Context: an optimization exercise on an open-source flow, tuned for small area, a short achievable clock period and few clock cycles per item. The choices shown serve that exercise and are no tape-out recipe.
Function was checked by simulation only, so behaviour that the tests miss may differ from the original.

==> module tbacc_sipround, before the edit <==
module tbacc_sipround (
    input  wire [63:0] p,
    input  wire [63:0] q,
    input  wire [63:0] r,
    output wire [63:0] s,
    output wire [63:0] t
);
    tbacc_add64 u_add (.a(p), .b(q), .s(s));
    assign t = r ^ s;
endmodule
==> module tbacc_sipcore, before the edit <==
module tbacc_sipcore (
    input  wire        clk,
    input  wire        rst,
    input  wire        init,
    input  wire [63:0] seed0,
    input  wire [63:0] seed1,
    input  wire        chunk_wr,
    input  wire        fin_go,
    input  wire [63:0] m,
    input  wire [63:0] xin,           
    output wire        m_busy,        
    output wire        m_busy_next,
    output wire        fin_load,      
    output wire        f2,            
    output wire        rl,            
    output wire [63:0] dig
);
    localparam S_IDLE = 4'd0;
    localparam S_C1   = 4'd1;
    localparam S_C2   = 4'd2;
    localparam S_F1   = 4'd8;
    localparam S_F2   = 4'd9;
    localparam S_RL   = 4'd15;
    reg  [3:0]  cs;
    reg         fin_pend;
    reg         busy_q, h1_q, cmp2_q, f2_q, rl_q, mb_q;
    reg  [63:0] A, B, C, D;
    wire        fgo = fin_go || fin_pend;
    wire        fin_load_i = !init && !chunk_wr && (cs == S_IDLE || cs == S_C2) && fgo;
    wire        xen = chunk_wr | fin_load_i;
    wire [63:0] xm  = xin & {64{xen}};
    wire [63:0] m2 = m & {64{cmp2_q}};
    wire [63:0] s1, t1, s2, t2;
    wire [63:0] r1 = (h1_q ? {B[50:0], B[63:51]} : {B[42:0], B[63:43]}) ^ xm;    
    wire [63:0] r2 =  h1_q ? {D[47:0], D[63:48]} : {D[46:0], D[63:47]};          
    tbacc_sipround u_p1 (.p(A), .q(B), .r(r1), .s(s1), .t(t1));
    tbacc_sipround u_p2 (.p(C), .q(D), .r(r2), .s(s2), .t(t2));
    wire [63:0] s1r = {s1[31:0], s1[63:32]};
    wire [63:0] s2r = {s2[31:0], s2[63:32]};
    assign dig = t2 ^ ({B[42:0], B[63:43]} ^ s2r);
    reg [3:0] cs_n;
    always @(*) begin
        if (init)
            cs_n = S_IDLE;
        else if (chunk_wr)
            cs_n = S_C1;
        else case (cs)
            S_IDLE, S_C2: cs_n = fgo ? S_F1 : S_IDLE;
            S_C1:         cs_n = S_C2;
            S_RL:         cs_n = S_IDLE;
            default:      cs_n = cs + 4'd1;
        endcase
    end
    always @(posedge clk) begin
        if (rst) begin
            cs       <= S_IDLE;
            fin_pend <= 1'b0;
            busy_q   <= 1'b0;
            h1_q     <= 1'b0;
            cmp2_q   <= 1'b0;
            f2_q     <= 1'b0;
            rl_q     <= 1'b0;
            mb_q     <= 1'b0;
        end else begin
            cs <= cs_n;
            if (init || cs_n == S_F1)
                fin_pend <= 1'b0;
            else if (fin_go)
                fin_pend <= 1'b1;
            busy_q <= (cs_n != S_IDLE);
            h1_q   <= (cs_n == S_C1) || (cs_n[3] && !cs_n[0]);
            cmp2_q <= (cs_n == S_C2) || (cs_n == S_F2);
            f2_q   <= (cs_n == S_F2);
            rl_q   <= (cs_n == S_RL);
            mb_q   <= (cs_n == S_C1);
        end
    end
    always @(posedge clk) begin
        if (init) begin
            A <= seed0 ^ 64'h736f6d6570736575;
            B <= seed1 ^ 64'h646f72616e646f6d;
            C <= seed0 ^ 64'h6c7967656e657261;
            D <= seed1 ^ 64'h7465646279746573;
        end else if (busy_q) begin
            if (h1_q) begin
                A <= s1r;
                C <= s2;
            end else begin
                A <= s1 ^ m2;
                C <= s2r ^ {56'd0, {8{f2_q}}};
            end
            B <= t2;
            D <= t1;
        end else if (xen) begin
            D <= D ^ xin;
        end
    end
    assign m_busy      = mb_q;
    assign m_busy_next = (cs_n == S_C1);
    assign fin_load    = fin_load_i;
    assign f2          = f2_q;
    assign rl          = rl_q;
endmodule
==> flow/config.mk <==
export PLATFORM = sky130hd
export DESIGN_NAME = tbacc
export DESIGN_NICKNAME = tbacc
export VERILOG_FILES = /design/flow/design.v
export SDC_FILE = /design/flow/constraint.sdc
export NUM_CORES = 4
export LEC_CHECK = 0
export CAP_MARGIN = 20
export CORE_MARGIN = 2
export CORE_UTILIZATION = 40
export PLACE_DENSITY = 0.6
export SLEW_MARGIN = 20
export SYNTH_HIERARCHICAL = 1
export TNS_END_PERCENT = 0
==> flow/constraint.sdc <==
create_clock -name core_clock -period 12.5 [get_ports {clk}]
set_input_delay 2.5000 -clock core_clock [delete_from_list [all_inputs] [get_ports {clk}]]
set_output_delay 2.5000 -clock core_clock [all_outputs]
set_load 0.01 [all_outputs]
standard.sh (not shown) runs the stock make flow with config.mk's settings and CLKGATE_MAP_FILE= SYNTH_SCRIPT=/design/flow/synth_recipe.tcl, a recipe that flattens the netlist after the stock synthesis.
==> flow/flow/run.sh <==
#!/bin/bash
set -euo pipefail
bash standard.sh SETUP_SLACK_MARGIN=9 "BUFFER_PORTS_ARGS=-buffer_cell sky130_fd_sc_hd__buf_4" finish > standard.log 2>&1
Testbench counts at the start, summed over its fixed seeds: cycles 16,276, hashes 384.
Rerun with:
--- a/flow/design.v
+++ b/flow/design.v
@@ -1,13 +1,19 @@
-module tbacc_sipround (
+module tbacc_sipround #(
+    parameter R0 = 13,
+    parameter R1 = 21
+) (
     input  wire [63:0] p,
     input  wire [63:0] q,
-    input  wire [63:0] r,
+    input  wire [63:0] x,
+    input  wire        sel,
     output wire [63:0] s,
     output wire [63:0] t
 );
+    wire [63:0] q0 = {q[63-R0:0], q[63:64-R0]};
+    wire [63:0] q1 = {q[63-R1:0], q[63:64-R1]};
     tbacc_add64 u_add (.a(p), .b(q), .s(s));
-    assign t = r ^ s;
+    assign t = ((sel ? q1 : q0) ^ x) ^ s;
 endmodule
 module tbacc_add64 (input wire [63:0] a, input wire [63:0] b, output wire [63:0] s);
     wire [63:0] p0 = a ^ b;
     wire [63:0] g0 = a & b;
@@ -430,12 +436,10 @@
     wire        xen = chunk_wr | fin_load_i;
     wire [63:0] xm  = xin & {64{xen}};
     wire [63:0] m2 = m & {64{cmp2_q}};
     wire [63:0] s1, t1, s2, t2;
-    wire [63:0] r1 = (h1_q ? {B[50:0], B[63:51]} : {B[42:0], B[63:43]}) ^ xm;    
-    wire [63:0] r2 =  h1_q ? {D[47:0], D[63:48]} : {D[46:0], D[63:47]};          
-    tbacc_sipround u_p1 (.p(A), .q(B), .r(r1), .s(s1), .t(t1));
-    tbacc_sipround u_p2 (.p(C), .q(D), .r(r2), .s(s2), .t(t2));
+    tbacc_sipround #(.R0(21), .R1(13)) u_p1 (.p(A), .q(B), .x(xm),    .sel(h1_q), .s(s1), .t(t1));
+    tbacc_sipround #(.R0(17), .R1(16)) u_p2 (.p(C), .q(D), .x(64'd0), .sel(h1_q), .s(s2), .t(t2));
     wire [63:0] s1r = {s1[31:0], s1[63:32]};
     wire [63:0] s2r = {s2[31:0], s2[63:32]};
     assign dig = t2 ^ ({B[42:0], B[63:43]} ^ s2r);
     reg [3:0] cs_n;
After rerunning: The new run went through all stages and came out clean. Synthesized area climbs by 1.2%. Clock-buffer cell count drops by 7. Worst setup slack gets worse by 66 ps. Wire length is about the same. Global-route usage drops by 0.21 points. Fmax drops by 1.5%. Flip-flop and latch count stays the same. Clock skew drops by 18 ps.
Testbench counts after the change, summed over its fixed seeds: cycles 16,276, hashes 384.

[port drivers added, routing unchanged]
The results above use ideal ports. As a check the final layouts listed here were re-extracted and re-timed, cells and wires unchanged.
Step 1, drivers: a clkbuf_16 drives clk and a buf_2 each remaining input, both assumed.
Step 2 moves the port delays by t, midway between the first and last clock arrival at a register: inputs arrive t later, outputs are due t later. That takes back most of the time a late clock gives input paths.
Three values: no drivers, after step 1, after step 2; two values: the first two.
run | t, ns | setup slack, ns | pins driven straight from the clock port
the first run | 0.749 | 8.209 / 8.209 / 7.689 | 1
the second run | 0.752 | 8.143 / 8.143 / 7.845 | 1
After both steps setup and hold are still met in every run listed. For the first run, which loses most, drivers alone change the setup slack by 0.000 ns; drivers and shift together by -0.520 ns.
